From an optimization exercise on the open Yosys and OpenROAD flow, aimed at small area, a short achievable clock period and few clock cycles; shortcuts taken in it are not production practice.
In this exercise RTL edits were held to simulation tests only and were not proved equivalent to the original.
Power is estimated from default activity; no workload was simulated.

// sigtrans_rx
module sigtrans_rx #(
    parameter [7:0]  SYNC = 8'hAA,       
    parameter integer RX_CAP = 64,
    parameter integer AW = 6             
) (
    input  wire        clk,
    input  wire        rst,
    input  wire        cmd_valid,
    input  wire [31:0] cmd,
    output wire        cmd_ready,
    input  wire [AW-1:0] buf_addr,
    output wire [7:0]  buf_rdata,
    output reg  [3:0]  err,
    output reg  [2:0]  outcome,
    output reg         found,
    output reg         frm_valid,
    output reg  [3:0]  cnt,
    output reg  [AW-1:0] idx,
    output reg  [15:0] length,
    output reg  [7:0]  csum_rx,
    output reg  [7:0]  csum_calc,
    output reg  [3:0]  csum_dist,
    output wire [AW-1:0] frm_off,
    output reg  [AW:0] frm_len,
    output reg  [AW:0] rem_off,
    output reg  [AW:0] pay_off,
    output reg  [AW:0] pay_len,
    output wire [AW:0] rx_len
);
Size in the first run: roughly 3800 cells after synthesis, roughly 710 flip-flops, about 40000 sq um of cells after synthesis.
clock: 10.0 ns
lec_check: 0
cap_margin: 20
core_margin: 2
core_utilization: 35
cts_buf_list: sky130_fd_sc_hd__clkbuf_8
place_density: 0.55
setup_slack_margin: 4
slew_margin: 20
tns_end_percent: 5
standard.sh (not shown) runs the stock make flow with config.mk's settings and CLKGATE_MAP_FILE= SYNTH_SCRIPT=/design/flow/synth_recipe.tcl, a recipe that flattens the netlist after the stock synthesis.
==> flow/flow/run.sh <==
#!/bin/bash
# Standard ORFS layout (the standard.sh), with the port buffers that
# placement inserts made of the smallest plain buffer; timing repair
# upsizes the ones on critical paths.
set -uo pipefail
export BUFFER_PORTS_ARGS="-buffer_cell sky130_fd_sc_hd__buf_1"
bash standard.sh > standard.log 2>&1
status=$?
exit $status
Testbench counts at the start, summed over its fixed seeds: cycles 57,519.
Then changed:
==> flow/run.sh (new file) <==
#!/bin/bash
# synth_recipe.tcl (not shown) runs the flow's synth.tcl, then flattens the netlist and writes it again
# the make line also repeats each setting of config.mk as NAME=value (left out here)
make -C /OpenROAD-flow-scripts/flow DESIGN_CONFIG=/design/flow/config.mk WORK_HOME=/design/flow/orfs CLKGATE_MAP_FILE= SYNTH_SCRIPT=/design/flow/synth_recipe.tcl finish
--- a/flow/config.mk
+++ b/flow/config.mk
@@ -8,8 +8,8 @@
 export CAP_MARGIN = 20
 export CORE_MARGIN = 2
-export CORE_UTILIZATION = 35
+export CORE_UTILIZATION = 40
 export CTS_BUF_LIST = sky130_fd_sc_hd__clkbuf_8
 export PLACE_DENSITY = 0.55
 export SETUP_SLACK_MARGIN = 4
 export SLEW_MARGIN = 20
-export TNS_END_PERCENT = 5
+export TNS_END_PERCENT = 0
removed: flow/flow/run.sh
removed: flow/standard.sh
After rerunning:
- non-clock buffer count goes down by 76
- clock power goes up by a few percent
- worst setup slack is worse by 0.27 ns
- utilization goes up by 5.1 points
- combinational power goes down by a little under a tenth
Then changed:
--- a/flow/config.mk
+++ b/flow/config.mk
@@ -8,5 +8,5 @@
 export CAP_MARGIN = 20
 export CORE_MARGIN = 2
-export CORE_UTILIZATION = 40
+export CORE_UTILIZATION = 30
 export CTS_BUF_LIST = sky130_fd_sc_hd__clkbuf_8
 export PLACE_DENSITY = 0.55
Result:
- count of clock-buffer cells in the layout does not change
- design area goes up by 2.1%
- worst hold slack is about the same
- wire length goes down by 0.98%
Then changed:
==> flow/flow/run.sh (new file) <==
#!/bin/bash
# Standard ORFS layout (the standard.sh), except that a222oi_1 is not
# used: it has no stronger size, so timing repair cannot upsize it when it
# ends up driving a long wire. The rest of the list is the platform's own.
set -uo pipefail
DU="sky130_fd_sc_hd__probe_p_8 sky130_fd_sc_hd__probec_p_8 sky130_fd_sc_hd__lpflow_bleeder_1 sky130_fd_sc_hd__lpflow_clkbufkapwr_1 sky130_fd_sc_hd__lpflow_clkbufkapwr_16 sky130_fd_sc_hd__lpflow_clkbufkapwr_2 sky130_fd_sc_hd__lpflow_clkbufkapwr_4 sky130_fd_sc_hd__lpflow_clkbufkapwr_8 sky130_fd_sc_hd__lpflow_clkinvkapwr_1 sky130_fd_sc_hd__lpflow_clkinvkapwr_16 sky130_fd_sc_hd__lpflow_clkinvkapwr_2 sky130_fd_sc_hd__lpflow_clkinvkapwr_4 sky130_fd_sc_hd__lpflow_clkinvkapwr_8 sky130_fd_sc_hd__lpflow_decapkapwr_12 sky130_fd_sc_hd__lpflow_decapkapwr_3 sky130_fd_sc_hd__lpflow_decapkapwr_4 sky130_fd_sc_hd__lpflow_decapkapwr_6 sky130_fd_sc_hd__lpflow_decapkapwr_8 sky130_fd_sc_hd__lpflow_inputiso0n_1 sky130_fd_sc_hd__lpflow_inputiso0p_1 sky130_fd_sc_hd__lpflow_inputiso1n_1 sky130_fd_sc_hd__lpflow_inputiso1p_1 sky130_fd_sc_hd__lpflow_inputisolatch_1 sky130_fd_sc_hd__lpflow_isobufsrc_1 sky130_fd_sc_hd__lpflow_isobufsrc_16 sky130_fd_sc_hd__lpflow_isobufsrc_2 sky130_fd_sc_hd__lpflow_isobufsrc_4 sky130_fd_sc_hd__lpflow_isobufsrc_8 sky130_fd_sc_hd__lpflow_isobufsrckapwr_16 sky130_fd_sc_hd__lpflow_lsbuf_lh_hl_isowell_tap_1 sky130_fd_sc_hd__lpflow_lsbuf_lh_hl_isowell_tap_2 sky130_fd_sc_hd__lpflow_lsbuf_lh_hl_isowell_tap_4 sky130_fd_sc_hd__lpflow_lsbuf_lh_isowell_4 sky130_fd_sc_hd__lpflow_lsbuf_lh_isowell_tap_1 sky130_fd_sc_hd__lpflow_lsbuf_lh_isowell_tap_2 sky130_fd_sc_hd__lpflow_lsbuf_lh_isowell_tap_4 sky130_fd_sc_hd__a222oi_1"
bash standard.sh "DONT_USE_CELLS=$DU" finish > standard.log 2>&1
exit $?
==> flow/standard.sh (new file) <==
#!/bin/bash
# synth_recipe.tcl (not shown) runs the flow's synth.tcl, then flattens the netlist and writes it again
# the make line also repeats each setting of config.mk as NAME=value (left out here)
make -C /OpenROAD-flow-scripts/flow DESIGN_CONFIG=/design/flow/config.mk WORK_HOME=/design/flow/orfs CLKGATE_MAP_FILE= SYNTH_SCRIPT=/design/flow/synth_recipe.tcl "${@:-finish}"
--- a/flow/config.mk
+++ b/flow/config.mk
@@ -8,5 +8,5 @@
 export CAP_MARGIN = 20
 export CORE_MARGIN = 2
-export CORE_UTILIZATION = 30
+export CORE_UTILIZATION = 35
 export CTS_BUF_LIST = sky130_fd_sc_hd__clkbuf_8
 export PLACE_DENSITY = 0.55
removed: flow/run.sh
The changed run went through all stages and came out clean; worst setup slack gets better by 0.25 ns; final cell count shrinks by 2.4%; total power is about the same; maximum frequency grows by 3.5%; non-clock buffer count grows by 41; critical path depth shrinks by 4; area after synthesis grows by 0.73%; sequential share of layout area shrinks by 0.68 points.

[afterwards: timing with drivers on the ports]
How much do the figures lean on ideal ports? The routed layouts below were timed once more, with nothing changed but the port constraints. Step 1 assumes that a clkbuf_16 drives the clock port and a buf_2 every other input. Step 2, shift: input delay + t, output delay - t, t = (earliest + latest rising clock arrival at the registers) / 2. This alone moves slack from input paths to output paths. Slacks: ideal / step 1 / step 2; pairs: ideal / step 1.
run | t (ns) | setup WS [ns] | worst setup path at the end | clock arrival spread, ns | cell pins on the clock port's net
the first run | 0.935 | 2.815 / 2.758 / 2.758 | input to output | 0.078 / 0.079 | 1
the second run | 0.915 | 2.542 / 2.492 / 2.204 | input to register | 0.053 / 0.053 | 1
the third run | 0.992 | 2.783 / 2.748 / 2.288 | input to register | 0.099 / 0.099 | 1
the fourth run | 0.902 | 3.028 / 3.005 / 2.617 | input to register | 0.104 / 0.105 | 1
After both steps setup and hold are still met in every run listed. For the third run, which loses most, drivers alone change the setup slack by -0.035 ns; drivers and shift together by -0.495 ns.
